From an optimization exercise on the open Yosys and OpenROAD flow, aimed at small area, a short achievable clock period and few clock cycles per item; shortcuts taken in it are not production practice. At most, simulation tests tie the RTL to the original design; equivalence was not proved. The RTL of runs 1 to 4 was laid out without a check of its function. Power figures rest on the tool's default switching activity, not on a simulated workload.

`flow/design.v`:
```
module pfor_unpack (
    input  wire        clk,
    input  wire        rst,           
    input  wire        cmd_valid,
    output wire        cmd_ready,
    input  wire [5:0]  cmd_b,         
    input  wire [7:0]  cmd_cexcept,   
    input  wire        cmd_delta,     
    input  wire        cmd_restart,   
    input  wire        w_valid,
    output wire        w_ready,
    input  wire [31:0] w_data,
    input  wire        x_valid,
    output wire        x_ready,
    input  wire [6:0]  x_pos,
    input  wire [31:0] x_res,
    output wire        o_valid,
    input  wire        o_ready,
    output wire [31:0] o_data
);
    reg         crdy, wrdy, xrdy;
    reg  [31:0] wd;              
    reg         wf;
    reg  [31:0] xr;              
    reg  [6:0]  xp;
    reg         xf;
    reg         act;             
    reg         fa;              
    reg  [5:0]  bq;
    reg  [7:0]  xl;              
    reg         xnz;             
    reg         hit;             
    reg         dq;
    reg         rq;              
    reg         pz;              
    reg  [6:0]  idx;
    reg         last;            
    reg  [5:0]  off;             
    reg         nw;              
    reg  [1:0]  slip;            
    reg         al;              
    reg  [31:0] r0, r1, r2, r3;
    reg  [31:0] u;
    reg         uv, ub, ua, ud;
    reg  [31:0] acc;             
    reg  [31:0] out;
    reg         ov;
    reg  [31:0] sk;              
    reg         sv;
    wire [62:0] f5    = {wd[30:0], r0};
    wire [46:0] f4    = off[4] ? f5[62:16] : f5[46:0];
    wire [38:0] f3    = off[3] ? f4[46:8]  : f4[38:0];
    wire [34:0] f2    = off[2] ? f3[38:4]  : f3[34:0];
    wire [32:0] f1    = off[1] ? f2[34:2]  : f2[32:0];
    wire [31:0] f0    = off[0] ? f1[32:1]  : f1[31:0];
    wire [31:0] field = off[5] ? wd : f0;
    wire [31:0] mask  = bq[5] ? 32'hFFFFFFFF : ~(32'hFFFFFFFF << bq[4:0]);
    wire [31:0] p0    = bq[0] ? {xr[30:0], 1'b0}  : xr;
    wire [31:0] p1    = bq[1] ? {p0[29:0], 2'b0}  : p0;
    wire [31:0] p2    = bq[2] ? {p1[27:0], 4'b0}  : p1;
    wire [31:0] p3    = bq[3] ? {p2[23:0], 8'b0}  : p2;
    wire [31:0] p4    = bq[4] ? {p3[15:0], 16'b0} : p3;
    wire [31:0] uval  = (field & mask) | (hit ? p4 : 32'd0);
    wire [6:0]  s     = {1'b0, off} + {1'b0, bq};            
    wire        s_gt  = (s > 7'd32);
    wire [5:0]  off_n = s_gt ? (s[5:0] - 6'd32) : s[5:0];
    wire [6:0]  s2    = {1'b0, off_n} + {1'b0, bq};
    wire        nw_n  = (s2 > 7'd32);
    wire        fb    = uv & !sv;
    wire [31:0] sum   = (acc & {32{ub}}) + u;
    wire        ofree = !ov | o_ready;
    wire        nb     = cmd_valid & crdy;
    wire        wtake  = w_valid & wrdy;
    wire        xtake  = x_valid & xrdy;
    wire        lane3  = fa & (idx[1:0] == 2'd3);
    wire        xuse   = fa & hit;
    wire        d_wf   = wtake | (wf & !(fa & nw));
    wire        d_xf   = xtake | (xf & !xuse);
    wire        d_act  = nb | (act & !(fa & last));
    wire [6:0]  d_idx  = nb ? 7'd0 : fa ? idx + 7'd1 : idx;
    wire        d_last = nb ? 1'b0 : fa ? (idx == 7'd126) : last;
    wire [7:0]  d_xl   = nb ? cmd_cexcept : xuse ? xl - 8'd1 : xl;
    wire        d_xnz  = nb ? (cmd_cexcept != 8'd0) : xuse ? (xl != 8'd1) : xnz;
    wire [5:0]  d_off  = nb ? 6'd32 : lane3 ? off_n : off;
    wire        d_nw   = nb ? (cmd_b != 6'd0) : lane3 ? nw_n : nw;
    wire [1:0]  d_slip = nb ? 2'd0 : (act & !fa) ? slip + 2'd1 : slip;
    wire        d_al   = (d_slip == 2'd0);
    wire [6:0]  d_xp   = xtake ? x_pos : xp;
    wire        d_hit  = d_xnz & d_xf & (d_xp == d_idx);
    wire        d_uv   = fa | (uv & sv);
    wire        d_sv   = !ofree & (sv | uv);
    wire        d_fa   = d_act & d_al & (!d_nw | d_wf) & (!d_xnz | d_xf) & !(d_uv & d_sv);
    assign cmd_ready = crdy;
    assign w_ready   = wrdy;
    assign x_ready   = xrdy;
    assign o_valid   = ov;
    assign o_data    = out;
    always @(posedge clk) begin
        if (wtake) wd <= w_data;
        if (xtake) begin
            xr <= x_res;
            xp <= x_pos;
        end
        if (nb) begin
            bq <= cmd_b;
            dq <= cmd_delta;
        end
        idx  <= d_idx;
        xl   <= d_xl;
        xnz  <= d_xnz;
        off  <= d_off;
        nw   <= d_nw;
        slip <= d_slip;
        al   <= d_al;
        last <= d_last;
        r0 <= r1;
        r1 <= r2;
        r2 <= r3;
        r3 <= (fa & nw) ? wd : r0;
        if (fa) begin
            u  <= uval;
            ub <= dq & !rq;
            ua <= dq | rq;
            ud <= dq;
        end
        if (fb & ua) acc <= sum & {32{ud}};
        if (ofree) begin
            if (sv) out <= sk;
            else if (fb) out <= sum;
        end else if (fb) begin
            sk <= sum;
        end
        if (rst) begin
            crdy <= 1'b1;
            wrdy <= 1'b1;
            xrdy <= 1'b1;
            wf   <= 1'b0;
            xf   <= 1'b0;
            act  <= 1'b0;
            fa   <= 1'b0;
            hit  <= 1'b0;
            pz   <= 1'b1;
            uv   <= 1'b0;
            ov   <= 1'b0;
            sv   <= 1'b0;
        end else begin
            crdy <= !d_act | (d_last & d_fa);
            wrdy <= !d_wf | (d_nw & d_fa);
            xrdy <= !d_xf | (d_hit & d_fa);
            wf   <= d_wf;
            xf   <= d_xf;
            act  <= d_act;
            fa   <= d_fa;
            hit  <= d_hit;
            if (nb) begin
                rq <= cmd_restart | pz;
                pz <= 1'b0;
            end else if (fa) begin
                rq <= 1'b0;
            end
            uv <= d_uv;
            sv <= d_sv;
            if (ofree) ov <= sv | fb;
        end
    end
endmodule
```
`flow/config.mk`:
```
export PLATFORM = sky130hd
export DESIGN_NAME = pfor_unpack
export DESIGN_NICKNAME = pfor_unpack
export VERILOG_FILES = /design/flow/design.v
export SDC_FILE = /design/flow/constraint.sdc
export NUM_CORES = 4
export LEC_CHECK = 0
export CAP_MARGIN = 20
export CORE_MARGIN = 2
export CORE_UTILIZATION = 40
export PLACE_DENSITY = 0.6
export SLEW_MARGIN = 20
```
`flow/constraint.sdc`:
```
create_clock -name core_clock -period 10.0 [get_ports {clk}]
set_input_delay 2.0000 -clock core_clock [delete_from_list [all_inputs] [get_ports {clk}]]
set_output_delay 2.0000 -clock core_clock [all_outputs]
set_load 0.01 [all_outputs]
```
`flow/run.sh`:
```
#!/bin/bash
# synth_recipe.tcl (not shown) runs the flow's synth.tcl, then flattens the netlist and writes it again
# the make line also repeats each setting of config.mk as NAME=value (left out here)
make -C /OpenROAD-flow-scripts/flow DESIGN_CONFIG=/design/flow/config.mk WORK_HOME=/design/flow/orfs CLKGATE_MAP_FILE= SYNTH_SCRIPT=/design/flow/synth_recipe.tcl finish
```
==> impl_metrics.yaml, run 1 <==
grt:
  grt_pass1_wl_mm: 69.9
  overflow: 0
  grt_pass1_vias: 12400
  antenna_found_initial: 0
  grt_usage_pct: 18.9
  grt_max_degree: 52
timing:
  rsz0062_at_grt: "false"
  worst_slew_pin_slew_ps: 992
  finClkSkew_ps: 17.5
  tns_ps: 0
  maxSlewViolCount: 0
  finalCritPeriodShare_pct: 49.7
  layout_min_cycle_time_ps: 4970
  setup_viol: 0
  hold_viol_final: 0
  slew_headroom_pct: 33.8
  holdWs_ps: 316
  setup_ws_ps: 5030
  fmax_ghz: 0.201
cells_and_area:
  num-fill-cells: 4203
  final_cell_mix: "nand2_1, edfxtp_1, dfxtp_1"
  area_growth_pct: 17.1
  final_common_cell: "nand2_1"
  final_layout_size_suffix_gt1_share_pct: 13.9
  antenna_cells: 0
  nNetsFinal: 1864
  final_cell_area_mm2: 0.0214
synthesis:
  ys_seq_area_share_pct: 52.7
  ys_types: 69
  postSynthCellCount: 1621
  synth_area_mm2: 0.0183
  syn_nets: 1764
  ys.flop_type: "edfxtp_1"
  avgSynthCellArea_um2: 11.3
  yosysWarnings: 1
  synth-seq-cells: 376
  synth_edf_count: 211
  synth_async_sr_flop_share_pct: 0
placement:
  dpl_worst_slack_ps: 4930
  io_buffers: 128
  post-dp-hpwl_mm: 32.6
  placed_cell_area_mm2: 0.0201
  place_congestion: 0.919
die:
  start_util_pct: 40.4
  dieArea_mm2: 0.0475
  die_x_um: 218
  ios: 129
  die_h_um: 218
  rows: 78
  core_area_mm2: 0.0453
routing:
  drtIter0Drc: 1030
  wl_per_cell_um: 18.8
  firstDrtPassIters: 5
  postRouteAntennaNets: 0
  viasPerCell: 5.37
  drt_wl_total_mm: 44.3
  dr_total_vias: 12600
  drc: 0
cts:
  numCtsBuffers: 40
  cts-root-buf: "clkbuf_16"
  h-tree-depth: 2
  clock_latency_ps: 570
  postCtsResizedCells: 0
  postCtsHoldBufs: 0
  clkTransAtPathRegs_ps: 70
  cts_setup_buffers: 0
  cts_tree: "done"
  clockBufferDepth: 3
  clock-sinks: 376
critical_path:
  worstSetupPathType: "register to register"
  rrSetupSlack_ps: 5030
  startpoint_type: "register"
  reg2reg_to: "xrdy$_SDFF_PP1_"
  r2r_start: "bq[0]$_DFFE_PP_"
  critPathArrivalTime_ps: 5450
  reg2regPathDepth: 14
  setup.worst_path.end_class: "register"
  path_max_fanout: 43
  crit_end: "xrdy$_SDFF_PP1_"
  required_ps: 10480
  cp-startpoint: "bq[0]$_DFFE_PP_"
power:
  power_density_mw_per_mm2: 193
  p_clk_share_pct: 34.9
  p_int_uw: 3040
  p_sw_uw: 1090
  peakVddDrop_v: 0.000125
  fin_total_pwr_uw: 4130
  swShare_pct: 26.4
  p_seq_share_pct: 48.3
  p_leak_uw: 0.00795
  p_comb_share_pct: 16.8
job:
  maxCapViolCount: 0
min_path:
  min_path_type: "register to register"
  hp-start: "r1[23]$_DFF_P_"
status:
  status: "timing/DRC/antenna clean"
## per-stage QoR
step	instances	utilization [%]
after floorplan	1621	-
after global placement	2279	44.5
after detailed placement	2279	44.5
after CTS	2353	47.3
after global routing	2353	47.3
final	2353	47.3
## worst min path at each step
stage / endpoint / depth (start not counted)
finish: r0[23]$_DFF_P_ / 0
global route: r0[23]$_DFF_P_ / 0
CTS: r0[23]$_DFF_P_ / 0
detailed placement: r0[0]$_DFF_P_ / 0
global placement: r1[7]$_DFF_P_ / 0
floorplan: r0[0]$_DFF_P_ / 0
## power by group through the flow
stage	clock, uW	sequential, uW	combinational [uW]
after floorplan	0	1980	486
after detailed placement	0	2030	686
final	1440	2000	692
after global placement	0	2020	684
after CTS	1480	2000	692
after global routing	1540	2020	764
## final cells by class
cell class	count	area [um^2]	share of cell area, %
Sequential cell	376	9640	45.0
Timing Repair Buffer	144	1400	6.54
Inverter	38	143	0.665
Tap cell	600	751	3.50
Clock inverter	19	163	0.759
Multi-Input combinational cell	1121	8200	38.2
Clock buffer	55	1140	5.32
## critical path, stage by stage, from the launching register on
cell and delay [ps]:
edfxtp_1 320, buf_4 510, ha_1 300, fa_1 500
or4b_2 710, nor3_1 280, nand2_1 110, a32oi_1 230
o32a_1 200, ha_1 270, a211oi_1 240, a211oi_1 70
a2111oi_0 690, o21ai_0 260, o21ai_0 210
## synthesized netlist by cell type, drive strengths merged (3+ instances only)
cell       n  area share, %
nor3b      6           0.25
nor2b     14           0.48
o21bai     5           0.21
mux2      87            5.4
nand4      6           0.21
or2        6           0.21
ha        47            3.2
o21a       6           0.25
and3       8           0.27
or3        4           0.16
inv       36           0.74
a31oi     10           0.34
and4       4           0.19
a21boi     5           0.21
nand2    222            4.6
fa         3           0.33
a21oi     88            2.4
xnor2     28            1.3
edfxtp   211             35
nand3     13           0.36
nand2b     6           0.21
mux4      48            5.9
a2111oi    5           0.34
nor3      23           0.63
clkbuf    56            1.1
dfxtp    165             18
mux2i     85            4.6
o21ai     81            2.2
a32o       4           0.22
o22ai     22           0.75
and2      60            2.1
a211oi    17           0.75
a211o      5           0.24
a2bb2oi    3           0.14
o31ai     10           0.44
nor2     114            2.3
o211ai     5           0.23
buf       30           0.71
a21o      24           0.98
xor2      14           0.67
nor4       7           0.27
## flip-flops by register name, indices dropped and copies added (netlist names), 8 cells and up
register and count:
xr 32, xl 8, sk 32, r1 32, r0 32, wd 32, acc 32, r2 32
out 32, r3 32, u 32
## logic make-up (layout without fill, tap and decap cells)
| kind of cell | count (synthesis) | count (layout) | share of synthesized area, % |
|---|---|---|---|
| buffers and inverters | 124 | 256 | 2.64 |
| XOR/XNOR | 42 | 42 | 2.01 |
| AND/OR/NAND/NOR | 496 | 496 | 12.3 |
| flip-flops | 376 | 376 | 52.7 |
| multiplexers | 220 | 220 | 15.9 |
| AO/OA/AOI/OAI | 312 | 312 | 10.9 |
| adder cells (fa/ha/maj) | 51 | 51 | 3.59 |
## layer usage
metal  wire length, um  global-route usage [%]  vias up  share of wire [%]
met5                 0                       0        -                  0
met4              1250                    6.62        0                2.8
met3              1960                    2.19       69                4.4
met2             21200                    31.3      320                 48
met1             19900                    25.5     6126                 45
li1                  -                       -     6125                  -
==> run 2: changes to the inputs <==
==> flow/flow/run.sh (new file) <==
#!/bin/bash
# Standard ORFS layout, with timing repair aimed below the clock period.
set -euo pipefail
bash standard.sh SETUP_SLACK_MARGIN=6.5 finish > standard.log 2>&1
==> flow/standard.sh (new file) <==
#!/bin/bash
# synth_recipe.tcl (not shown) runs the flow's synth.tcl, then flattens the netlist and writes it again
# the make line also repeats each setting of config.mk as NAME=value (left out here)
make -C /OpenROAD-flow-scripts/flow DESIGN_CONFIG=/design/flow/config.mk WORK_HOME=/design/flow/orfs CLKGATE_MAP_FILE= SYNTH_SCRIPT=/design/flow/synth_recipe.tcl "${@:-finish}"
removed: flow/run.sh
==> impl_metrics.yaml, run 2 <==
placement:
  io_buffers: 128
  placed_cell_area_mm2: 0.0202
  place_congestion: 0.914
  post-dp-hpwl_mm: 32.6
synthesis:
  synth_area_mm2: 0.0183
  synth.largest_area_cell: "edfxtp_1"
  synth_most_common_cell: "nand2_1"
  synth_area_leaders: "edfxtp_1, dfxtp_1, mux4_2"
  syn_nets: 1764
  ys_top_cells_by_count: "nand2_1, edfxtp_1, dfxtp_1"
  synth_edf_count: 211
  synth_async_sr_flop_share_pct: 0
  ys.flop_type: "edfxtp_1"
  avgSynthCellArea_um2: 11.3
  postSynthCellCount: 1621
  ys_types: 69
  ys_seq_area_share_pct: 52.7
  yosysTopAreaCellShare_pct: 34.6
  yosysWarnings: 1
  synth-seq-cells: 376
timing:
  maxSlewViolCount: 0
  rsz0062_at_grt: "true"
  tns_ps: 0
  finClkSkew_ps: 10.8
  hold_viol_final: 0
  finalCritPeriodShare_pct: 36.7
  fmax_ghz: 0.272
  setup_viol: 0
  layout_min_cycle_time_ps: 3670
  slew_headroom_pct: 34.5
  worst_slew_pin_slew_ps: 981
critical_path:
  critPathArrivalTime_ps: 4120
  path_max_fanout: 4
  setup.worst_path.end_class: "register"
  required_ps: 10440
  worstSetupPathType: "register to register"
  startpoint_type: "register"
die:
  die_h_um: 218
  die_x_um: 218
  start_util_pct: 40.4
  rows: 78
  core_area_mm2: 0.0453
  ios: 129
  dieArea_mm2: 0.0475
cells_and_area:
  final_cell_area_mm2: 0.0221
  nNetsFinal: 1896
  area_growth_pct: 20.6
  final_layout_size_suffix_gt1_share_pct: 17.3
  final_cell_mix: "nand2_1, edfxtp_1, dfxtp_1"
  num-fill-cells: 4134
  final_util_pct: 48.7
  antenna_cells: 0
  final_common_cell: "nand2_1"
cts:
  cts_tree: "done"
  clock-sinks: 376
  h-tree-depth: 2
  clockBufferDepth: 3
  cts-root-buf: "clkbuf_16"
  postCtsHoldBufs: 0
  clkTransAtPathRegs_ps: 60
  clock_latency_ps: 560
  numCtsBuffers: 41
power:
  power_density_mw_per_mm2: 191
  p_int_uw: 3110
  p_clk_share_pct: 35.4
  p_leak_uw: 0.00822
  p_comb_share_pct: 17.3
  swShare_pct: 26.2
  peakVddDrop_v: 0.000143
  p_sw_uw: 1110
  p_seq_share_pct: 47.3
routing:
  firstDrtPassIters: 5
  drtIter0Drc: 773
  wl_per_cell_um: 19.4
  drt_wl_total_mm: 46.2
  drc: 0
  dr_total_vias: 12800
  postRouteAntennaNets: 0
  viasPerCell: 5.38
grt:
  grt_max_degree: 52
  grt_pass1_vias: 12900
  overflow: 0
  antenna_found_initial: 1
  grt_pass1_wl_mm: 72.6
  grt_usage_pct: 19.6
job:
  maxCapViolCount: 0
min_path:
  min_path_type: "register to register"
status:
  status: "timing/DRC/antenna clean"
[run 2: cell counts after synthesis]
No cell type changed its count.
[run 2: routing by layer]
layer	part of all wire, %	vias to the layer above	GRT usage, %
met5	0	-	0
met4	2.2	0	5.44
met3	4.4	72	3.08
met2	49	295	33.0
met1	45	6257	26.3
li1	-	6206	-
[run 2: per-stage QoR]
| step | worst slack, ps | std cells | total power (uW) | hold slack [ps] |
|---|---|---|---|---|
| floorplan | 6470 | 1621 | 2470 | 310 |
| finish | 6330 | 2386 | 4220 | 322 |
| global route | 6150 | 2386 | 4410 | 328 |
| CTS | 6240 | 2378 | 4250 | 325 |
| detailed placement | 5500 | 2280 | 2720 | 312 |
| global placement | 5540 | 2280 | 2710 | 310 |
[run 2: cell type report]
cell class              instances  area, um^2  share of cell area [%]
clock inverters                17         163                   0.737
inverters                      38         143                   0.646
repair buffers                173        1740                    7.90
clock buffers                  59        1180                    5.35
well taps                     600         751                    3.40
multi-input cells            1123        8440                    38.2
flip-flops and latches        376        9650                    43.7
[run 2: repair_timing]
action,in CTS,in global routing
endpoints found under the setup margin,57,30
resized for setup,22,42
gates cloned,4,1
buffers inserted,18,7
pin swaps,22,19
[run 2: kinds of logic (layout without fill, tap and decap cells)]
family	count (synthesis)	after routing	share of synthesized area, %
muxes	220	220	15.9
AOI/OAI and AO/OA	312	312	10.9
xor gates and xnor gates	42	42	2.01
adders and majority gates	51	51	3.59
and+or+nand+nor	496	498	12.3
DFF	376	376	52.7
buffers and inverters	124	287	2.64
[run 2: critical path: stages (launching register included)]
cell	delay [ps]
edfxtp_1	420
buf_12	150
ha_4	150
fa_2	380
xor2_2	170
or4b_4	500
nor3_4	140
nand2_1	80
a32oi_1	180
o32a_1	210
ha_4	230
a32o_1	220
a211oi_2	260
a2111oi_4	70
buf_4	150
o211ai_1	160
nand2_1	70
[run 2: worst paths after layout]
| check | start | to | slack (ps) | cells past startpoint |
|---|---|---|---|---|
| worst max-delay path | bq[0]$_DFFE_PP_ | crdy$_SDFF_PP1_ | 6330 | 16 |
| worst min-delay path | r2[30]$_DFF_P_ | r1[30]$_DFF_P_ | 320 | 0 |
| worst max register to register | bq[0]$_DFFE_PP_ | crdy$_SDFF_PP1_ | 6330 | 16 |
| worst min register to register | r2[30]$_DFF_P_ | r1[30]$_DFF_P_ | 320 | 0 |
[run 2: power by group through the flow]
stage,registers (uW),clock network [uW],logic (uW)
after floorplan,1980,0,490
after global placement,2020,0,684
after detailed placement,2030,0,688
after CTS,2000,1540,713
after global routing,2020,1600,795
final,1990,1490,728
==> run 3: changes to the inputs <==
--- a/flow/design.v
+++ b/flow/design.v
@@ -37,6 +37,9 @@
     reg         last;            
     reg  [5:0]  off;             
     reg         nw;              
+    reg  [5:0]  offn;            
+    reg         nwn;             
+    reg  [6:0]  idx1;            
     reg  [1:0]  slip;            
     reg         al;              
     reg  [31:0] r0, r1, r2, r3;
@@ -62,33 +65,28 @@
     wire [31:0] p4    = bq[4] ? {p3[15:0], 16'b0} : p3;
     wire [31:0] uval  = (field & mask) | (hit ? p4 : 32'd0);
     wire [6:0]  s     = {1'b0, off} + {1'b0, bq};            
-    wire        s_gt  = (s > 7'd32);
-    wire [5:0]  off_n = s_gt ? (s[5:0] - 6'd32) : s[5:0];
-    wire [6:0]  s2    = {1'b0, off_n} + {1'b0, bq};
-    wire        nw_n  = (s2 > 7'd32);
+    wire [5:0]  s_off = (s > 7'd32) ? (s[5:0] - 6'd32) : s[5:0];
+    wire [6:0]  s2    = {1'b0, offn} + {1'b0, bq};
     wire        fb    = uv & !sv;
     wire [31:0] sum   = (acc & {32{ub}}) + u;
     wire        ofree = !ov | o_ready;
     wire        nb     = cmd_valid & crdy;
-    wire        wtake  = w_valid & wrdy;
-    wire        xtake  = x_valid & xrdy;
     wire        lane3  = fa & (idx[1:0] == 2'd3);
     wire        xuse   = fa & hit;
-    wire        d_wf   = wtake | (wf & !(fa & nw));
-    wire        d_xf   = xtake | (xf & !xuse);
-    wire        d_act  = nb | (act & !(fa & last));
-    wire [6:0]  d_idx  = nb ? 7'd0 : fa ? idx + 7'd1 : idx;
-    wire        d_last = nb ? 1'b0 : fa ? (idx == 7'd126) : last;
-    wire [7:0]  d_xl   = nb ? cmd_cexcept : xuse ? xl - 8'd1 : xl;
-    wire        d_xnz  = nb ? (cmd_cexcept != 8'd0) : xuse ? (xl != 8'd1) : xnz;
-    wire [5:0]  d_off  = nb ? 6'd32 : lane3 ? off_n : off;
-    wire        d_nw   = nb ? (cmd_b != 6'd0) : lane3 ? nw_n : nw;
-    wire [1:0]  d_slip = nb ? 2'd0 : (act & !fa) ? slip + 2'd1 : slip;
+    wire        d_wf   = !wrdy | w_valid;
+    wire        d_xf   = !xrdy | x_valid;
+    wire        d_act  = !crdy | cmd_valid;
+    wire [6:0]  d_idx  = crdy ? 7'd0 : fa ? idx1 : idx;
+    wire        d_last = crdy ? 1'b0 : fa ? (idx == 7'd126) : last;
+    wire [7:0]  d_xl   = crdy ? cmd_cexcept : xuse ? xl - 8'd1 : xl;
+    wire        d_xnz  = crdy ? (cmd_cexcept != 8'd0) : xuse ? (xl != 8'd1) : xnz;
+    wire [5:0]  d_off  = crdy ? 6'd32 : lane3 ? offn : off;
+    wire        d_nw   = crdy ? (cmd_b != 6'd0) : lane3 ? nwn : nw;
+    wire [1:0]  d_slip = crdy ? 2'd0 : (act & !fa) ? slip + 2'd1 : slip;
     wire        d_al   = (d_slip == 2'd0);
-    wire [6:0]  d_xp   = xtake ? x_pos : xp;
-    wire        d_hit  = d_xnz & d_xf & (d_xp == d_idx);
+    wire        d_hit  = d_xnz & (xrdy ? (x_valid & (x_pos == d_idx)) : (xp == d_idx));
     wire        d_uv   = fa | (uv & sv);
-    wire        d_sv   = !ofree & (sv | uv);
+    wire        d_sv   = ov & !o_ready & (sv | uv);
     wire        d_fa   = d_act & d_al & (!d_nw | d_wf) & (!d_xnz | d_xf) & !(d_uv & d_sv);
     assign cmd_ready = crdy;
     assign w_ready   = wrdy;
@@ -96,16 +94,17 @@
     assign o_valid   = ov;
     assign o_data    = out;
     always @(posedge clk) begin
-        if (wtake) wd <= w_data;
-        if (xtake) begin
+        if (wrdy) wd <= w_data;
+        if (xrdy) begin
             xr <= x_res;
             xp <= x_pos;
         end
-        if (nb) begin
+        if (crdy) begin
             bq <= cmd_b;
             dq <= cmd_delta;
         end
         idx  <= d_idx;
+        idx1 <= crdy ? 7'd1 : fa ? idx1 + 7'd1 : idx1;
         xl   <= d_xl;
         xnz  <= d_xnz;
         off  <= d_off;
@@ -113,6 +112,8 @@
         slip <= d_slip;
         al   <= d_al;
         last <= d_last;
+        offn <= s_off;
+        nwn  <= (s2 > 7'd32);
         r0 <= r1;
         r1 <= r2;
         r2 <= r3;
==> flow/flow/run.sh (replaced) <==
#!/bin/bash
# Standard ORFS layout (the standard.sh), with two knobs changed:
#  - timing repair aims at a setup slack of 6.8 ns, i.e. paths of about 3.2 ns
#    instead of the 10 ns clock, so the resizer actually speeds the design up;
#  - ports are buffered with buf_2 instead of the default delay-cell buffer.
# The make output goes to standard.log; ORFS writes each step's log under orfs/logs.
set -euo pipefail
bash standard.sh SETUP_SLACK_MARGIN=6.8 'BUFFER_PORTS_ARGS=-buffer_cell sky130_fd_sc_hd__buf_2' finish > standard.log 2>&1
==> impl_metrics.yaml, run 3 <==
synthesis:
  synth_area_leaders: "edfxtp_1, dfxtp_1, mux4_2"
  postSynthCellCount: 1572
  avgSynthCellArea_um2: 12.0
  synth_area_mm2: 0.0188
  ys.flop_type: "edfxtp_1"
  yosysTopAreaCellShare_pct: 34.8
  synth_edf_count: 218
  ys_types: 77
  ys_seq_area_share_pct: 52.9
  synth-seq-cells: 388
  ys_top_cells_by_count: "edfxtp_1, dfxtp_1, nand2_1"
  synth.largest_area_cell: "edfxtp_1"
  synth_async_sr_flop_share_pct: 0
  synth_most_common_cell: "edfxtp_1"
  syn_nets: 1714
  yosysWarnings: 1
die:
  core_area_mm2: 0.0465
  die_x_um: 221
  dieArea_mm2: 0.0488
  rows: 79
  ios: 129
  start_util_pct: 40.5
  die_h_um: 221
critical_path:
  cp_top_family: "compound AO/OA/AOI/OAI gates"
  required_ps: 10310
  path_cells: "buf_12, and2_1, ha_2, fa_2, a21o_1, a311o_1, a211oi_4, o21ai_4, o21ai_2, xnor2_2, mux2_2"
  worstSetupPathType: "register to register"
  crit_buf_inv: 1
  startpoint_type: "register"
  critPathArrivalTime_ps: 3480
  setup.worst_path.end_class: "register"
  slowest_stage: "edfxtp_1"
  path_max_fanout: 13
  crit_path_max_incr_delay_ps: 430
cells_and_area:
  final_common_cell: "edfxtp_1"
  final_cell_area_mm2: 0.0218
  final_layout_size_suffix_gt1_share_pct: 25.9
  num-fill-cells: 4231
  register_area_mm2: 0.00996
  area_growth_pct: 15.8
  final_cell_mix: "edfxtp_1, dfxtp_1, nand2_1"
  multi_input_area_mm2: 0.00854
  antenna_cells: 0
  nNetsFinal: 1834
timing:
  layout_min_cycle_time_ps: 3170
  hold_viol_final: 0
  rsz0062_at_grt: "true"
  setup_viol: 0
  finClkSkew_ps: 15.6
  tns_ps: 0
  fmax_ghz: 0.315
  slew_headroom_pct: 27.8
  maxSlewViolCount: 0
  worst_slew_pin_slew_ps: 1080
  holdWs_ps: 315
  finalCritPeriodShare_pct: 31.7
  setup_ws_ps: 6830
cts:
  clkTransAtPathRegs_ps: 70
  clock_latency_ps: 560
  cts-root-buf: "clkbuf_16"
  h-tree-depth: 2
  clock-sinks: 388
  cts_tree: "done"
  clockBufferDepth: 3
  numCtsBuffers: 41
power:
  peakVddDrop_v: 0.000126
  p_seq_share_pct: 48.0
  swShare_pct: 25.2
  p_clk_share_pct: 37.1
  p_leak_uw: 0.00838
  p_int_uw: 3140
  power_density_mw_per_mm2: 192
  fin_total_pwr_uw: 4190
  p_comb_share_pct: 14.8
  p_sw_uw: 1050
routing:
  wl_per_cell_um: 20.2
  drc: 0
  firstDrtPassIters: 5
  viasPerCell: 5.41
  postRouteAntennaNets: 0
  drt_wl_total_mm: 47.1
  drtIter0Drc: 841
  dr_total_vias: 12600
min_path:
  min_path_type: "register to register"
placement:
  place_congestion: 0.905
  dpl_worst_slack_ps: 6340
  post-dp-hpwl_mm: 33.6
  io_buffers: 128
  placed_cell_area_mm2: 0.0200
grt:
  grt_pass1_vias: 12300
  grt_max_degree: 59
  grt_usage_pct: 19.1
  grt_pass1_wl_mm: 72.6
  overflow: 0
  antenna_found_initial: 2
job:
  maxCapViolCount: 0
status:
  status: "timing/DRC/antenna clean"
-- run 3: power by group through the flow --
| stage | Combinational, uW | Clock [uW] | Sequential [uW] |
|---|---|---|---|
| CTS | 608 | 1600 | 2010 |
| floorplan | 428 | 0 | 2000 |
| detailed placement | 587 | 0 | 2050 |
| finish | 622 | 1560 | 2010 |
| global route | 678 | 1660 | 2030 |
| global placement | 580 | 0 | 2040 |
-- run 3: worst paths after layout --
kind	startpoint	endpoint	slack [ps]	cells after the start
worst max-delay path	ub$_DFFE_PP_	out[22]$_DFFE_PP_	6830	11
worst min-delay path	r2[27]$_DFF_P_	r1[27]$_DFF_P_	310	0
worst max register to register	ub$_DFFE_PP_	out[22]$_DFFE_PP_	6830	11
worst min register to register	r2[27]$_DFF_P_	r1[27]$_DFF_P_	310	0
-- run 3: layout make-up --
class,count,share of cell area (%)
Tap cell,607,3.48
Inverter,36,0.654
Clock buffer,59,5.64
Sequential cell,388,45.7
Clock inverter,17,0.769
Timing Repair Buffer,161,4.59
Multi-Input combinational cell,1064,39.2
-- run 3: per-stage QoR --
step / instances / utilization (%)
after floorplan: 1572 / -
after global placement: 2243 / 43.1
after detailed placement: 2243 / 43.1
after CTS: 2327 / 46.5
after global routing: 2332 / 46.9
final: 2332 / 46.9
-- run 3: what timing repair did --
action	4_1_cts	5_1_grt
buffers inserted	6	5
gates resized for setup	16	41
hold endpoints to repair	0	0
pin swaps	4	7
cloned	2	0
hold buffers	0	0
setup endpoints to repair	23	48
-- run 3: logic make-up (layout without fill, tap and decap cells) --
logic type | after synthesis | in the layout | share of synthesized area [%]
XOR/XNOR | 61 | 61 | 2.84
AND/OR/NAND/NOR | 411 | 411 | 10.2
multiplexers | 240 | 240 | 17.8
AO/OA/AOI/OAI | 303 | 303 | 10.2
flip-flops | 388 | 388 | 52.9
adder cells (fa/ha/maj) | 49 | 49 | 3.38
buffers and inverters | 120 | 273 | 2.73
-- run 3: worst reg2reg max path, stage by stage, from the launching register on --
cell and delay, ps:
edfxtp_1 430, buf_12 170, and2_1 150, ha_2 200, fa_2 380, a21o_1 200
a311o_1 400, a211oi_4 380, o21ai_4 150, o21ai_2 110, xnor2_2 90, mux2_2 270
-- run 3: routing by layer --
layer  GRT usage [%]  part of all wire (%)  wire length, um
met5               0                 0.051               24
met4            5.72                   2.6             1230
met3            3.63                   5.0             2370
met2            29.6                    45            21200
met1            27.1                    47            22200
==> run 4: changes to the inputs <==
--- a/flow/design.v
+++ b/flow/design.v
@@ -35,14 +35,14 @@
     reg         pz;              
     reg  [6:0]  idx;
     reg         last;            
-    reg  [5:0]  off;             
+    reg  [4:0]  om;
     reg         nw;              
-    reg  [5:0]  offn;            
+    reg  [4:0]  omn;             
     reg         nwn;             
     reg  [6:0]  idx1;            
     reg  [1:0]  slip;            
     reg         al;              
-    reg  [31:0] r0, r1, r2, r3;
+    reg  [31:1] r0, r1, r2, r3;
     reg  [31:0] u;
     reg         uv, ub, ua, ud;
     reg  [31:0] acc;             
@@ -50,13 +50,12 @@
     reg         ov;
     reg  [31:0] sk;              
     reg         sv;
-    wire [62:0] f5    = {wd[30:0], r0};
-    wire [46:0] f4    = off[4] ? f5[62:16] : f5[46:0];
-    wire [38:0] f3    = off[3] ? f4[46:8]  : f4[38:0];
-    wire [34:0] f2    = off[2] ? f3[38:4]  : f3[34:0];
-    wire [32:0] f1    = off[1] ? f2[34:2]  : f2[32:0];
-    wire [31:0] f0    = off[0] ? f1[32:1]  : f1[31:0];
-    wire [31:0] field = off[5] ? wd : f0;
+    wire [62:0] f5    = {wd, r0};
+    wire [46:0] f4    = om[4] ? f5[62:16] : f5[46:0];
+    wire [38:0] f3    = om[3] ? f4[46:8]  : f4[38:0];
+    wire [34:0] f2    = om[2] ? f3[38:4]  : f3[34:0];
+    wire [32:0] f1    = om[1] ? f2[34:2]  : f2[32:0];
+    wire [31:0] field = om[0] ? f1[32:1]  : f1[31:0];
     wire [31:0] mask  = bq[5] ? 32'hFFFFFFFF : ~(32'hFFFFFFFF << bq[4:0]);
     wire [31:0] p0    = bq[0] ? {xr[30:0], 1'b0}  : xr;
     wire [31:0] p1    = bq[1] ? {p0[29:0], 2'b0}  : p0;
@@ -64,9 +63,8 @@
     wire [31:0] p3    = bq[3] ? {p2[23:0], 8'b0}  : p2;
     wire [31:0] p4    = bq[4] ? {p3[15:0], 16'b0} : p3;
     wire [31:0] uval  = (field & mask) | (hit ? p4 : 32'd0);
-    wire [6:0]  s     = {1'b0, off} + {1'b0, bq};            
-    wire [5:0]  s_off = (s > 7'd32) ? (s[5:0] - 6'd32) : s[5:0];
-    wire [6:0]  s2    = {1'b0, offn} + {1'b0, bq};
+    wire [4:0]  s_om  = om + bq[4:0];                        
+    wire [5:0]  s2    = {1'b0, omn} + {1'b0, bq[4:0]};
     wire        fb    = uv & !sv;
     wire [31:0] sum   = (acc & {32{ub}}) + u;
     wire        ofree = !ov | o_ready;
@@ -80,7 +78,7 @@
     wire        d_last = crdy ? 1'b0 : fa ? (idx == 7'd126) : last;
     wire [7:0]  d_xl   = crdy ? cmd_cexcept : xuse ? xl - 8'd1 : xl;
     wire        d_xnz  = crdy ? (cmd_cexcept != 8'd0) : xuse ? (xl != 8'd1) : xnz;
-    wire [5:0]  d_off  = crdy ? 6'd32 : lane3 ? offn : off;
+    wire [4:0]  d_om   = crdy ? 5'd31 : lane3 ? omn : om;
     wire        d_nw   = crdy ? (cmd_b != 6'd0) : lane3 ? nwn : nw;
     wire [1:0]  d_slip = crdy ? 2'd0 : (act & !fa) ? slip + 2'd1 : slip;
     wire        d_al   = (d_slip == 2'd0);
@@ -107,17 +105,17 @@
         idx1 <= crdy ? 7'd1 : fa ? idx1 + 7'd1 : idx1;
         xl   <= d_xl;
         xnz  <= d_xnz;
-        off  <= d_off;
+        om   <= d_om;
         nw   <= d_nw;
         slip <= d_slip;
         al   <= d_al;
         last <= d_last;
-        offn <= s_off;
-        nwn  <= (s2 > 7'd32);
+        omn  <= s_om;
+        nwn  <= s2[5] | bq[5];
         r0 <= r1;
         r1 <= r2;
         r2 <= r3;
-        r3 <= (fa & nw) ? wd : r0;
+        r3 <= (fa & nw) ? wd[31:1] : r0;
         if (fa) begin
             u  <= uval;
             ub <= dq & !rq;
--- a/flow/config.mk
+++ b/flow/config.mk
@@ -8,5 +8,7 @@
 export CAP_MARGIN = 20
 export CORE_MARGIN = 2
 export CORE_UTILIZATION = 40
+export CTS_CLUSTER_DIAMETER = 60
+export CTS_CLUSTER_SIZE = 30
 export PLACE_DENSITY = 0.6
 export SLEW_MARGIN = 20
==> impl_metrics.yaml, run 4 <==
synthesis:
  synth_area_mm2: 0.0183
  synth_async_sr_flop_share_pct: 0
  yosysTopAreaCellShare_pct: 35.8
  ys.flop_type: "edfxtp_1"
  synth.largest_area_cell: "edfxtp_1"
  synth.mux.area_fraction_pct: 16.9
  yosys.area_share.simple_pct: 11.7
  ys_seq_area_share_pct: 53.7
  synth_area_leaders: "edfxtp_1, dfxtp_1, mux4_2"
  ys_top_cells_by_count: "edfxtp_1, nand2_1, dfxtp_1"
  synth-xor-area-share_pct: 2.68
  postSynthCellCount: 1556
  syn_nets: 1693
  synth_most_common_cell: "edfxtp_1"
  avgSynthCellArea_um2: 11.8
  synth-seq-cells: 382
  synth_edf_count: 218
  synth_top_family_by_area: "multiplexers"
  synth-compound-area-share_pct: 9.10
  synthAdderAreaFrac_pct: 3.09
  ys_types: 75
  yosysWarnings: 1
grt:
  antenna_found_initial: 0
  grt_max_degree: 60
  overflow: 0
  grt_pass1_vias: 12000
  grt_pass1_wl_mm: 68.0
  grt_usage_pct: 18.2
job:
  maxCapViolCount: 0
timing:
  setup_ws_ps: 6820
  hold_viol_final: 0
  worst_slew_pin_slew_ps: 910
  finalCritPeriodShare_pct: 31.8
  layout_min_cycle_time_ps: 3180
  tns_ps: 0
  fmax_ghz: 0.314
  finClkSkew_ps: 35.6
  setup_viol: 0
  rsz0062_at_grt: "true"
  maxSlewViolCount: 0
  slew_headroom_pct: 39.3
routing:
  wl_per_cell_um: 18.9
  viasPerCell: 5.30
  dr_total_vias: 12100
  firstDrtPassIters: 5
  drc: 0
  drtIter0Drc: 892
  drt_wl_total_mm: 43.2
  postRouteAntennaNets: 0
cells_and_area:
  final_cell_mix: "edfxtp_1, nand2_1, dfxtp_1"
  nNetsFinal: 1797
  final_layout_size_suffix_gt1_share_pct: 24.0
  area_growth_pct: 14.1
  final_common_cell: "edfxtp_1"
  final_util_pct: 46.1
  antenna_cells: 0
critical_path:
  cp_top_family: "flip-flops"
  path_max_fanout: 2
  path_cells: "buf_12, buf_6"
  crit_buf_inv: 2
  crit_path_max_incr_delay_ps: 360
  slowest_stage: "dfxtp_4"
  worstSetupPathType: "register to output port"
  critPathArrivalTime_ps: 1180
  setup.worst_path.end_class: "output port"
  required_ps: 8000
  startpoint_type: "register"
die:
  start_util_pct: 40.4
  dieArea_mm2: 0.0475
  ios: 129
  die_x_um: 218
  rows: 78
  die_h_um: 218
  core_area_mm2: 0.0453
placement:
  place_congestion: 0.902
  post-dp-hpwl_mm: 30.6
  dpl_worst_slack_ps: 6350
  io_buffers: 128
min_path:
  min_path_type: "register to register"
power:
  peakVddDrop_v: 0.000157
  power_density_mw_per_mm2: 181
  p_leak_uw: 0.00815
cts:
  cts_tree: "done"
  postCtsHoldBufs: 0
  h-tree-depth: 1
  cts-root-buf: "clkbuf_16"
  numCtsBuffers: 30
  clock_latency_ps: 610
  clockBufferDepth: 3
  clkTransAtPathRegs_ps: 100
  clock-sinks: 382
status:
  status: "timing/DRC/antenna clean"
==> run 4: cell count changes in the layout (fill, tap and decap cells not counted), sizes merged, moves of 7 or more <==
cell	before	now
and3	4	11
o22ai	23	13
mux2i	78	88
o21ai	79	72
nor2	98	78
a21oi	104	78
mux4	64	50
nand2	152	211
clkbuf	59	34
==> run 4: metrics by stage <==
stage / hold slack [ps] / std cells / power (uW) / area [um^2]
after floorplan: 310 / 1556 / 2340 / 18300
after global placement: 310 / 2208 / 2490 / 19400
after detailed placement: 312 / 2208 / 2510 / 19400
after CTS: 308 / 2279 / 3820 / 20800
after global routing: 315 / 2284 / 3960 / 20900
final: 312 / 2284 / 3780 / 20900
==> run 4: cell type report <==
type	instances	area, um^2
fill	4169	24400
sequential	382	9840
multi-input combinational	1054	8070
timing repair buffer	166	1010
clock buffer	34	797
tap	600	751
clock inverter	22	314
inverter	26	97.6
==> run 4: final timing paths <==
check	startpoint	slack, ps	end	cells after the start
setup / recovery	wrdy$_SDFF_PP1_	6820	w_ready	2
hold reg to reg	r2[11]$_DFF_P_	310	r1[11]$_DFF_P_	0
setup reg to reg	ub$_DFFE_PP_	6820	out[31]$_DFFE_PP_	11
hold / removal	r2[11]$_DFF_P_	310	r1[11]$_DFF_P_	0
==> run 4: where the power goes <==
part | total (uW) | leakage [uW] | switching (uW) | internal [uW]
combinational | 520 | 0.00416 | 276 | 244
clock | 1290 | 0.000537 | 661 | 629
sequential | 1970 | 0.00345 | 91.7 | 1880
total | 3780 | 0.00815 | 1030 | 2750
==> run 4: cell families after synthesis <==
family / after synthesis
AND/OR/NAND/NOR: 460
multiplexers: 234
buffers and inverters: 120
adder cells (fa/ha/maj): 44
XOR/XNOR: 56
flip-flops: 382
AO/OA/AOI/OAI: 260
==> run 4: metal layers <==
layer / routed length (um) / up-vias / global-route usage [%]
met4: 1030 / 0 / 5.03
met2: 20300 / 240 / 30.0
met5: 0 / - / 0
met3: 1540 / 61 / 2.32
li1: - / 5915 / -
met1: 20300 / 5895 / 25.3
==> run 4: worst register-to-register path: cells and delay by family (launching register included) <==
family / cells / cell delay [ps]
buf+inv: 2 / 330
mux: 1 / 260
simple gates: 1 / 160
fa+ha+maj: 1 / 290
compound gates: 5 / 1400
flops: 1 / 390
xor+xnor: 1 / 120
==> run 4: timing repair <==
item,in CTS,in global routing
setup endpoints to repair,64,20
resized for setup,16,13
setup buffers,14,5
pin swaps,2,8
gates cloned,1,0
==> run 5: changes to the inputs <==
--- a/flow/design.v
+++ b/flow/design.v
@@ -92,8 +92,8 @@
     assign o_valid   = ov;
     assign o_data    = out;
     always @(posedge clk) begin
-        if (wrdy) wd <= w_data;
-        if (xrdy) begin
+        if (!wf | (fa & nw)) wd <= w_data;
+        if (!xf | xuse) begin
             xr <= x_res;
             xp <= x_pos;
         end
==> impl_metrics.yaml, run 5 <==
grt:
  overflow: 0
  grt_usage_pct: 18.3
  grt_max_degree: 56
  grt_pass1_wl_mm: 67.5
  antenna_found_initial: 0
  grt_pass1_vias: 11900
power:
  p_leak_uw: 0.00808
  p_clk_share_pct: 36.8
  p_seq_share_pct: 50.3
  p_comb_share_pct: 12.9
  p_int_uw: 2910
  peakVddDrop_v: 0.000123
  swShare_pct: 26.2
  fin_total_pwr_uw: 3940
  power_density_mw_per_mm2: 188
  p_sw_uw: 1030
critical_path:
  worstSetupPathType: "register to output port"
  startpoint_type: "register"
  critPathArrivalTime_ps: 1100
  crit_path_max_incr_delay_ps: 410
  setup.worst_path.end_class: "output port"
  slowest_stage: "edfxtp_1"
  path_max_fanout: 1
  cp_top_family: "flip-flops"
  crit_buf_inv: 1
  required_ps: 8000
  path_cells: "buf_2"
cts:
  cts_tree: "done"
  h-tree-depth: 2
  cts-root-buf: "clkbuf_16"
  clockBufferDepth: 3
  numCtsBuffers: 34
  clock_latency_ps: 550
  clkTransAtPathRegs_ps: 90
  clock-sinks: 384
  postCtsHoldBufs: 0
status:
  status: "timing/DRC/antenna clean"
synthesis:
  synth_area_mm2: 0.0184
  syn_nets: 1689
  ys_types: 78
  yosysWarnings: 1
  yosysTopAreaCellShare_pct: 35.5
  avgSynthCellArea_um2: 11.9
  synth_edf_count: 218
  ys.flop_type: "edfxtp_1"
  synth_area_leaders: "edfxtp_1, dfxtp_1, mux4_2"
  synth.largest_area_cell: "edfxtp_1"
  synth_most_common_cell: "nand2_1"
  synth-seq-cells: 384
  ys_top_cells_by_count: "nand2_1, edfxtp_1, dfxtp_1"
  ys_seq_area_share_pct: 53.5
  postSynthCellCount: 1552
  synth_async_sr_flop_share_pct: 0
routing:
  wl_per_cell_um: 19.0
  postRouteAntennaNets: 0
  drtIter0Drc: 799
  drc: 0
  viasPerCell: 5.36
  firstDrtPassIters: 5
  drt_wl_total_mm: 43.4
  dr_total_vias: 12200
placement:
  io_buffers: 128
  place_congestion: 0.932
  dpl_worst_slack_ps: 6330
  post-dp-hpwl_mm: 31.5
timing:
  finalCritPeriodShare_pct: 31.0
  worst_slew_pin_slew_ps: 851
  finClkSkew_ps: 27.1
  slew_headroom_pct: 42.9
  holdWs_ps: 329
  tns_ps: 0
  rsz0062_at_grt: "false"
  setup_ws_ps: 6900
  fmax_ghz: 0.322
  hold_viol_final: 0
  setup_viol: 0
  layout_min_cycle_time_ps: 3100
  maxSlewViolCount: 0
die:
  ios: 129
  die_x_um: 219
  dieArea_mm2: 0.0478
  core_area_mm2: 0.0455
  rows: 78
  die_h_um: 219
  start_util_pct: 40.5
cells_and_area:
  area_growth_pct: 13.7
  nNetsFinal: 1787
  final_util_pct: 46.1
  final_cell_mix: "nand2_1, edfxtp_1, dfxtp_1"
  final_common_cell: "nand2_1"
  final_layout_size_suffix_gt1_share_pct: 24.0
job:
  maxCapViolCount: 0
min_path:
  min_path_type: "register to register"
==> run 5: cell count changes after synthesis, sizes merged, moves of 8 or more <==
cell | before | now
nor2 | 78 | 64
o21a | 5 | 17
mux2i | 88 | 80
nand2 | 211 | 222
o22ai | 13 | 21
==> run 5: through the flow <==
| stage | cell area [um^2] | std cells |
|---|---|---|
| final | 21000 | 2277 |
| after global routing | 21000 | 2276 |
| after CTS | 20900 | 2272 |
| after detailed placement | 19600 | 2206 |
| after global placement | 19600 | 2206 |
| after floorplan | 18500 | 1552 |
==> run 5: logic make-up (layout without fill, tap and decap cells) <==
family,count (synthesis),after routing,share of synthesized area [%]
muxes,226,226,16.7
AOI/OAI and AO/OA,260,260,9.20
xor gates and xnor gates,57,57,2.75
and+or+nand+nor,470,470,12.1
adders and majority gates,44,44,3.07
DFF,384,384,53.5
buffers and inverters,111,235,2.65
other,0,1,0
==> run 5: final timing paths <==
kind	start	end	slack, ps	depth (start not counted)
max	out[30]$_DFFE_PP_	o_data[30]	6900	1
min	r1[26]$_DFF_P_	r0[26]$_DFF_P_	330	0
max reg2reg	ub$_DFFE_PP_	out[16]$_DFFE_PP_	6920	10
min reg2reg	r1[26]$_DFF_P_	r0[26]$_DFF_P_	330	0
==> run 5: power groups by stage <==
stage / sequential (uW) / clock [uW] / combinational [uW]
after detailed placement: 2020 / 0 / 498
after CTS: 1990 / 1490 / 505
after global routing: 2010 / 1550 / 560
after floorplan: 1980 / 0 / 366
after global placement: 2020 / 0 / 492
final: 1980 / 1450 / 510
==> run 5: what timing repair did <==
item                       CTS  global route
setup endpoints to repair   59            24
gates resized for setup      2            21
pin swaps                    3             5
buffers inserted             4             2
==> run 5: area by class of cell <==
| cell class | instances | area, um^2 |
|---|---|---|
| Clock inverter | 22 | 315 |
| Tap cell | 600 | 751 |
| Sequential cell | 384 | 9870 |
| Multi-Input combinational cell | 1057 | 8160 |
| Antenna cell | 1 | 2.50 |
| Inverter | 21 | 78.8 |
| Fill cell | 4176 | 24500 |
| Clock buffer | 40 | 947 |
| Timing Repair Buffer | 152 | 840 |
==> run 5: worst reg2reg max path: stages, from the launching register on <==
cell and delay, ps:
edfxtp_1 480, buf_4 230, and2_1 160, ha_1 370, and3_1 210, a221oi_4 360, nor2b_1 150, a31oi_2 330
o21ai_1 120, xor2_1 170, mux2_2 270
==> run 5: metal layers <==
| layer | GRT usage [%] | up-vias | routed length [um] |
|---|---|---|---|
| met5 | 0 | - | 0 |
| met4 | 6.60 | 0 | 1380 |
| met3 | 2.34 | 82 | 1570 |
| met2 | 30.1 | 256 | 20700 |
| met1 | 24.7 | 5944 | 19700 |
| li1 | - | 5917 | - |
Testbench counts of run 5, summed over its fixed seeds: cycles 49,176, items 384.
==> run 6: changes to the inputs <==
--- a/flow/design.v
+++ b/flow/design.v
@@ -39,12 +39,11 @@
     reg         nw;              
     reg  [4:0]  omn;             
     reg         nwn;             
-    reg  [6:0]  idx1;            
     reg  [1:0]  slip;            
     reg         al;              
     reg  [31:1] r0, r1, r2, r3;
     reg  [31:0] u;
-    reg         uv, ub, ua, ud;
+    reg         uv, ub, ud;
     reg  [31:0] acc;             
     reg  [31:0] out;
     reg         ov;
@@ -74,7 +73,7 @@
     wire        d_wf   = !wrdy | w_valid;
     wire        d_xf   = !xrdy | x_valid;
     wire        d_act  = !crdy | cmd_valid;
-    wire [6:0]  d_idx  = crdy ? 7'd0 : fa ? idx1 : idx;
+    wire [6:0]  d_idx  = crdy ? 7'd0 : fa ? idx + 7'd1 : idx;
     wire        d_last = crdy ? 1'b0 : fa ? (idx == 7'd126) : last;
     wire [7:0]  d_xl   = crdy ? cmd_cexcept : xuse ? xl - 8'd1 : xl;
     wire        d_xnz  = crdy ? (cmd_cexcept != 8'd0) : xuse ? (xl != 8'd1) : xnz;
@@ -102,7 +101,6 @@
             dq <= cmd_delta;
         end
         idx  <= d_idx;
-        idx1 <= crdy ? 7'd1 : fa ? idx1 + 7'd1 : idx1;
         xl   <= d_xl;
         xnz  <= d_xnz;
         om   <= d_om;
@@ -119,10 +117,9 @@
         if (fa) begin
             u  <= uval;
             ub <= dq & !rq;
-            ua <= dq | rq;
             ud <= dq;
         end
-        if (fb & ua) acc <= sum & {32{ud}};
+        if (fb & ud) acc <= sum;
         if (ofree) begin
             if (sv) out <= sk;
             else if (fb) out <= sum;
@@ -153,7 +150,7 @@
             hit  <= d_hit;
             if (nb) begin
                 rq <= cmd_restart | pz;
-                pz <= 1'b0;
+                pz <= !cmd_delta & (cmd_restart | pz);
             end else if (fa) begin
                 rq <= 1'b0;
             end
==> flow/flow/run.sh (replaced) <==
#!/bin/bash
# Standard ORFS layout (the standard.sh), with these knobs changed:
#  - timing repair aims at a setup slack of 6.8 ns, i.e. paths of about 3.2 ns
#    instead of the 10 ns clock, so the resizer actually speeds the design up;
#  - ports are buffered with buf_1 instead of the default delay-cell buffer;
#  - clock tree: clkbuf_8 sink-cluster buffers, clusters of at most 20 sinks
#    within 40 um, no dummy loads.
# The make output goes to standard.log; ORFS writes each step's log under orfs/logs.
set -euo pipefail
bash standard.sh SETUP_SLACK_MARGIN=6.8 \
  'BUFFER_PORTS_ARGS=-buffer_cell sky130_fd_sc_hd__buf_1' \
  'CTS_ARGS=-sink_clustering_enable -repair_clock_nets -sink_clustering_size 20 -sink_clustering_max_diameter 40 -dont_use_dummy_load -sink_clustering_buffer sky130_fd_sc_hd__clkbuf_8' \
  finish > standard.log 2>&1
--- a/flow/config.mk
+++ b/flow/config.mk
@@ -8,7 +8,5 @@
 export CAP_MARGIN = 20
 export CORE_MARGIN = 2
 export CORE_UTILIZATION = 40
-export CTS_CLUSTER_DIAMETER = 60
-export CTS_CLUSTER_SIZE = 30
 export PLACE_DENSITY = 0.6
 export SLEW_MARGIN = 20
==> impl_metrics.yaml, run 6 <==
grt:
  antenna_found_initial: 0
  grt_usage_pct: 18.2
  grt_pass1_vias: 11800
  grt_max_degree: 51
  grt_pass1_wl_mm: 66.5
  overflow: 0
synthesis:
  synth-seq-cells: 376
  synth_area_mm2: 0.0180
  synth_async_sr_flop_share_pct: 0
  ys.flop_type: "edfxtp_1"
  avgSynthCellArea_um2: 12.1
  synth_edf_count: 217
  ys_seq_area_share_pct: 54.0
  ys_top_cells_by_count: "edfxtp_1, nand2_1, dfxtp_1"
  yosysWarnings: 1
  synth_area_leaders: "edfxtp_1, dfxtp_1, mux4_2"
  postSynthCellCount: 1487
  synth_most_common_cell: "edfxtp_1"
  ys_types: 87
  yosysTopAreaCellShare_pct: 36.3
  synth.largest_area_cell: "edfxtp_1"
  syn_nets: 1625
die:
  ios: 129
  core_area_mm2: 0.0443
  rows: 77
  die_x_um: 216
  start_util_pct: 40.6
  die_h_um: 216
  dieArea_mm2: 0.0466
critical_path:
  path_cells: "buf_1"
  worstSetupPathType: "register to output port"
  slowest_stage: "edfxtp_1"
  required_ps: 8000
  crit_path_max_incr_delay_ps: 430
  setup.worst_path.end_class: "output port"
  path_max_fanout: 1
  critPathArrivalTime_ps: 1130
  startpoint_type: "register"
  crit_buf_inv: 1
  rrSetupSlack_ps: 6980
  cp_top_family: "flip-flops"
status:
  status: "timing/DRC/antenna clean"
job:
  maxCapViolCount: 0
cts:
  clockBufferDepth: 3
  cts_tree: "done"
  clkTransAtPathRegs_ps: 70
  clock-sinks: 376
  postCtsHoldBufs: 0
  numCtsBuffers: 53
  h-tree-depth: 2
  clock_latency_ps: 550
  cts-root-buf: "clkbuf_16"
routing:
  drc: 0
  postRouteAntennaNets: 0
  drtIter0Drc: 649
  viasPerCell: 5.36
  wl_per_cell_um: 19.1
  firstDrtPassIters: 5
  drt_wl_total_mm: 41.8
  dr_total_vias: 11800
cells_and_area:
  antenna_cells: 0
  area_growth_pct: 9.96
  final_cell_mix: "edfxtp_1, nand2_1, dfxtp_1"
  final_cell_area_mm2: 0.0198
  final_common_cell: "edfxtp_1"
  final_util_pct: 44.6
  final_layout_size_suffix_gt1_share_pct: 15.4
  num-fill-cells: 4179
  nNetsFinal: 1741
timing:
  rsz0062_at_grt: "false"
  setup_viol: 0
  slew_headroom_pct: 32.6
  maxSlewViolCount: 0
  hold_viol_final: 0
  finalCritPeriodShare_pct: 31.3
  tns_ps: 0
  layout_min_cycle_time_ps: 3130
  fmax_ghz: 0.319
  finClkSkew_ps: 52.6
  worst_slew_pin_slew_ps: 1010
power:
  peakVddDrop_v: 0.000120
  power_density_mw_per_mm2: 175
  p_leak_uw: 0.00740
placement:
  post-dp-hpwl_mm: 30.4
  io_buffers: 128
  place_congestion: 0.918
  placed_cell_area_mm2: 0.0189
min_path:
  min_path_type: "register to register"
==> run 6: what timing repair did <==
item / CTS / global route
gates resized for setup: 1 / 3
pin swaps: 0 / 1
setup endpoints to repair: 67 / 4
buffers inserted: 4 / 0
==> run 6: kinds of logic (layout without fill, tap and decap cells) <==
kind of cell,Yosys count,count (layout),share of synthesized area [%]
xor+xnor,57,57,2.82
flops,376,376,54.0
mux,207,207,16.0
compound gates,276,276,10.4
simple gates,409,409,10.5
buf+inv,117,231,3.04
fa+ha+maj,45,45,3.22
==> run 6: layer usage <==
layer / global-route usage [%] / share of wire, % / vias up / wire length, um
met3: 3.23 / 4.4 / 77 / 1850
met4: 6.89 / 3.1 / 0 / 1310
met5: 0 / 0 / - / 0
met1: 23.5 / 44 / 5674 / 18300
li1: - / - / 5711 / -
met2: 30.4 / 49 / 296 / 20300
==> run 6: worst paths after layout <==
path,startpoint,end,cells after the start
worst max register to register,ub$_DFFE_PP_,out[20]$_DFFE_PP_,10
worst min-delay path,r3[16]$_DFF_P_,r2[16]$_DFF_P_,0
worst max-delay path,out[31]$_DFFE_PP_,o_data[31],1
worst min register to register,r3[16]$_DFF_P_,r2[16]$_DFF_P_,0
==> run 6: cell type report <==
cell class / count / area (um^2) / share of cell area [%]
multi-input cells: 994 / 7770 / 39.3
well taps: 592 / 741 / 3.75
flip-flops and latches: 376 / 9700 / 49.1
repair buffers: 150 / 657 / 3.32
clock buffers: 53 / 786 / 3.98
inverters: 28 / 106 / 0.538
==> run 6: power by group <==
group | internal (uW) | switching [uW] | leakage (uW)
Clock | 512 | 506 | 0.000407
Combinational | 222 | 264 | 0.00361
Sequential | 1860 | 92.2 | 0.00339
Total | 2600 | 863 | 0.00740
==> run 6: through the flow <==
stage / cells / total power [uW] / hold slack (ps) / setup slack [ps]
3_3_place_gp: 2135 / 2460 / 310 / 6570
5_1_grt: 2193 / 3630 / 281 / 6790
4_1_cts: 2192 / 3510 / 282 / 6830
6_report: 2193 / 3460 / 282 / 6870
3_5_place_dp: 2135 / 2470 / 312 / 6470
2_1_floorplan: 1487 / 2310 / 310 / 6560
Testbench counts of run 6, summed over its fixed seeds: cycles 49,176, items 384.

[what the ideal ports hide]
Ports are ideal in the flow. The routed layouts listed here were re-timed in OpenROAD. Step 1 sets driving cells, clkbuf_16 on the clock port and buf_2 on the other inputs (assumed; they add their load-dependent delay and slew). Step 2, shift: input delay + t, output delay - t, t = (earliest + latest rising clock arrival at the registers) / 2. This alone moves slack from input paths to output paths. a / b / c = ideal / step 1 / step 2; a / b = the first two.
run | shift t [ns] | setup slack, ns | worst data-port slew with drivers (ns)
run 1 | 0.621 | 5.034 / 5.034 / 5.034 | 0.04
run 2 | 0.611 | 6.326 / 6.326 / 6.018 | 0.04
run 3 | 0.610 | 6.828 / 6.794 / 6.316 | 0.06
run 4 | 0.647 | 6.816 / 6.761 / 6.530 | 0.06
run 5 | 0.595 | 6.898 / 6.842 / 6.497 | 0.06
run 6 | 0.582 | 6.868 / 6.808 / 6.568 | 0.05
After both steps setup and hold are still met in every run listed. For run 3, which loses most, drivers alone change the setup slack by -0.034 ns; drivers and shift together by -0.512 ns.
